What follows belongs to an exercise in optimizing a design on an open flow for small area, a short achievable clock period and few clock cycles per item; a production flow would make more cautious choices. In this exercise RTL edits were held to simulation tests only and were not proved equivalent to the original. No activity file was given, so power comes from the tool's default toggle rates.

==> flow/design.v (excerpt) <==
module tsac (
    input  wire        clk,
    input  wire        rst,              
    input  wire [63:0] ram_size_pages,   
    input  wire        cmd_valid,
    output wire        cmd_ready,
    input  wire [79:0] cmd_word,         
    input  wire [31:0] cmd_xfer,         
    input  wire [1:0]  cmd_iofail,       
    output reg         resp_valid,
    input  wire        resp_ready,
    output wire [2:0]  resp_status,
    output wire [63:0] resp_payload
);
    localparam [2:0] ST_OK      = 3'd0,
                     ST_INVARG  = 3'd1,
                     ST_FATAL   = 3'd2,
                     ST_FIFO    = 3'd3,
                     ST_FULL    = 3'd4,
                     ST_IOERR   = 3'd5,
                     ST_REFUSED = 3'd6;
    wire [7:0]  op = cmd_word[79:72];
    wire [7:0]  a  = cmd_word[71:64];
    wire [63:0] d  = cmd_word[63:0];
    wire rd_fail  = cmd_iofail[0];
    wire any_fail = cmd_iofail[0] | cmd_iofail[1];
    wire a_zero  = (a == 8'd0);
    wire a_mux   = (a[7:2] == 6'd0);
    wire dhi0    = (d[63:32] == 32'd0);
    wire dlo0    = (d[31:0] == 32'd0);
    wire d_bool  = dhi0 && (d[31:1] == 31'd0);
    wire d_zero  = d_bool && !d[0];
    wire off8    = (d[63:32] == 32'd8);
    wire cfg_ok  = dhi0 && ((d[31:0] & ~32'h00FF_F030) == 32'd0);
    wire ch_ok   = (a[7:3] == 5'd0) && (a[2] ? (a[1:0] == 2'd0) : (a[1:0] != 2'd0));
    wire [1:0] ch = a[1:0] - 2'd1;
    wire op_rd    = (op == 8'h01);
    wire op_wr    = (op == 8'h02);
    wire op_flag  = (op == 8'h10) || (op == 8'h11) || (op == 8'h16) || (op == 8'h17) || (op == 8'h18);
    wire op_smux  = (op == 8'h12);
    wire op_sch   = (op == 8'h13) || (op == 8'h14) || (op == 8'h15);
    wire op_gflag = (op == 8'h20) || (op == 8'h21) || (op == 8'h22) ||
                    (op == 8'h26) || (op == 8'h27) || (op == 8'h28);
    wire op_gch   = (op == 8'h23) || (op == 8'h24) || (op == 8'h25);
    wire op_adv   = (op == 8'h30);
    wire op_tc    = (op == 8'h40);
    wire op_dmx   = (op == 8'h50);
    wire op_arm   = (op == 8'h60);
    wire op_start = (op == 8'h61);
    wire op_poll  = (op == 8'h62);
    wire op_stop  = (op == 8'h63);
    wire legal = (op_rd    && a_zero && dlo0) ||
                 (op_wr    && a_zero) ||
  ...
Size: roughly 250 I/O pins, ~24000 um^2 of cells after synthesis.
==> flow/config.mk <==
export PLATFORM = sky130hd
export DESIGN_NAME = tsac
export DESIGN_NICKNAME = tsac
export VERILOG_FILES = /design/flow/design.v
export SDC_FILE = /design/flow/constraint.sdc
export NUM_CORES = 4
export LEC_CHECK = 0
export CAP_MARGIN = 20
export CORE_MARGIN = 2
export CORE_UTILIZATION = 70
export SLEW_MARGIN = 20
==> flow/constraint.sdc <==
create_clock -name core_clock -period 11.0 [get_ports {clk}]
set_input_delay 2.2000 -clock core_clock [delete_from_list [all_inputs] [get_ports {clk}]]
set_output_delay 2.2000 -clock core_clock [all_outputs]
set_load 0.01 [all_outputs]
standard.sh (not shown) runs the stock make flow with config.mk's settings and CLKGATE_MAP_FILE= SYNTH_SCRIPT=/design/flow/synth_recipe.tcl, a recipe that flattens the netlist after the stock synthesis.
==> flow/flow/run.sh <==
#!/bin/bash
# Standard ORFS layout with these changes to how it is made:
# - the port buffers that ORFS inserts on every input and output are buf_1
#   cells instead of the default pick;
# - clock tree synthesis inserts no dummy loads.
# Same clock, constraints and steps otherwise.
set -o pipefail
bash standard.sh SETUP_SLACK_MARGIN=6.6 \
    "BUFFER_PORTS_ARGS=-buffer_cell sky130_fd_sc_hd__buf_1" \
    "CTS_ARGS=-sink_clustering_enable -repair_clock_nets -dont_use_dummy_load" \
    finish > standard_flow.log 2>&1
Testbench counts at the start, summed over its fixed seeds: cycles 48,016, items 48,000.
Rerun with:
Settings changed: CORE_UTILIZATION 70 to 40.
Power is higher by 0.74%; wire length is higher by 8.5%; flip-flop and latch count does not change; sequential power is about the same; clock skew is higher by 0.013 ns; register-to-register slack barely changes; clock-buffer cell count is higher by 1; clock power is about the same; worst hold slack is worse by 0.018 ns; final area is higher by 3.1%.


tsac, a different RTL version from the one above (not shown whole).
Size in the first run: about 3,100 cells after synthesis, about 310 flip-flops, roughly 250 I/O pins.
Design tsac, start of the top module:
module tsac (
    input  wire        clk,
    input  wire        rst,              
    input  wire [63:0] ram_size_pages,   
    input  wire        cmd_valid,
    output wire        cmd_ready,
    input  wire [79:0] cmd_word,         
    input  wire [31:0] cmd_xfer,         
    input  wire [1:0]  cmd_iofail,       
    output reg         resp_valid,
    input  wire        resp_ready,
    output reg  [2:0]  resp_status,
    output wire [63:0] resp_payload
);
clock: 11.0 ns
lec_check: 0
cap_margin: 20
core_margin: 2
core_utilization: 40
slew_margin: 20
==> flow/flow/run.sh <==
#!/bin/bash
set -o pipefail
bash standard.sh SETUP_SLACK_MARGIN=6 finish > standard_flow.log 2>&1
Testbench counts at the start, summed over its fixed seeds: cycles 48,016, items 48,000.
Edit:
==> flow/flow/run.sh (replaced) <==
#!/bin/bash
set -o pipefail
bash standard.sh SETUP_SLACK_MARGIN=6.5 "BUFFER_PORTS_ARGS=-buffer_cell sky130_fd_sc_hd__buf_1" finish > standard_flow.log 2>&1
Result:
- The new run went through all stages and came out clean
- critical path depth goes up by 10
- first-iteration DRC count rose by a little under a tenth
- die area is unchanged
- worst setup slack is better by 0.21 ns
- synthesized cell count stays the same
- routed wire length is lower by a little under a tenth
- cell area shrinks slightly


Another version of the RTL of tsac (not shown whole).
Size in the first run: about 2800 cells after synthesis, roughly 310 flip-flops, ~250 I/O pins, about 23000 µm² of cells after synthesis.
==> flow/config.mk <==
export PLATFORM = sky130hd
export DESIGN_NAME = tsac
export DESIGN_NICKNAME = tsac
export VERILOG_FILES = /design/flow/design.v
export SDC_FILE = /design/flow/constraint.sdc
export NUM_CORES = 4
export LEC_CHECK = 0
export CAP_MARGIN = 20
export CORE_MARGIN = 2
export CORE_UTILIZATION = 40
export SLEW_MARGIN = 20
==> flow/constraint.sdc <==
create_clock -name core_clock -period 11.0 [get_ports {clk}]
set_input_delay 2.2000 -clock core_clock [delete_from_list [all_inputs] [get_ports {clk}]]
set_output_delay 2.2000 -clock core_clock [all_outputs]
set_load 0.01 [all_outputs]
==> flow/flow/run.sh <==
#!/bin/bash
# Standard ORFS layout with these changes to how it is made:
# - the port buffers that ORFS inserts on every input and output are buf_1
#   cells instead of the default pick;
# - clock tree synthesis inserts no dummy loads.
# Same clock, constraints and steps otherwise.
set -o pipefail
bash standard.sh SETUP_SLACK_MARGIN=6.5 \
    "BUFFER_PORTS_ARGS=-buffer_cell sky130_fd_sc_hd__buf_1" \
    "CTS_ARGS=-sink_clustering_enable -repair_clock_nets -dont_use_dummy_load" \
    finish > standard_flow.log 2>&1
Testbench counts at the start, summed over its fixed seeds: cycles 48,016, items 48,000.
Rerun with:
==> flow/flow/run.sh (replaced) <==
#!/bin/bash
set -o pipefail
bash standard.sh SETUP_SLACK_MARGIN=6.5 "BUFFER_PORTS_ARGS=-buffer_cell sky130_fd_sc_hd__buf_1" finish > standard_flow.log 2>&1
Worst setup slack got worse by 0.020 ns; clock skew falls by 0.039 ns; design area came out higher slightly; maximum frequency shrinks slightly; total power came out higher by a few percent; cell count is higher slightly; via count stays flat.

## afterwards: timing with drivers on the ports
How much do the figures lean on ideal ports? The routed layouts below were timed once more, with nothing changed but the port constraints.
Step 1: set_driving_cell puts a clkbuf_16 on clk and a buf_2 on each other input, an assumption about the parent block.
Step 2 moves the port delays by t, midway between the first and last clock arrival at a register: inputs arrive t later, outputs are due t later. That takes back most of the time a late clock gives input paths.
Slacks: ideal / step 1 / step 2; pairs: ideal / step 1.
| run | shift t [ns] | setup WS [ns] | worst setup path after step 2 | worst register clock-pin slew, ns | worst slew at a driven data input, ns |
|---|---|---|---|---|---|
| the first run of note 1 | 0.561 | 6.397 / 6.353 / 6.054 | input to register | 0.06 / 0.06 | 0.06 |
| the second run of note 1 | 0.591 | 6.380 / 6.333 / 6.064 | input to register | 0.06 / 0.06 | 0.06 |
| the first run of note 2 | 0.612 | 5.865 / 5.896 / 5.284 | input to register | 0.06 / 0.06 | 0.05 |
| the second run of note 2 | 0.609 | 6.074 / 6.074 / 5.841 | input to register | 0.07 / 0.07 | 0.07 |
| the first run of note 3 | 0.584 | 6.128 / 6.128 / 5.628 | input to register | 0.07 / 0.07 | 0.06 |
| the second run of note 3 | 0.605 | 6.109 / 6.109 / 5.559 | input to register | 0.07 / 0.07 | 0.06 |
After both steps setup and hold are still met in every run listed. For the first run of note 2, which loses most, drivers alone change the setup slack by +0.031 ns; drivers and shift together by -0.581 ns.
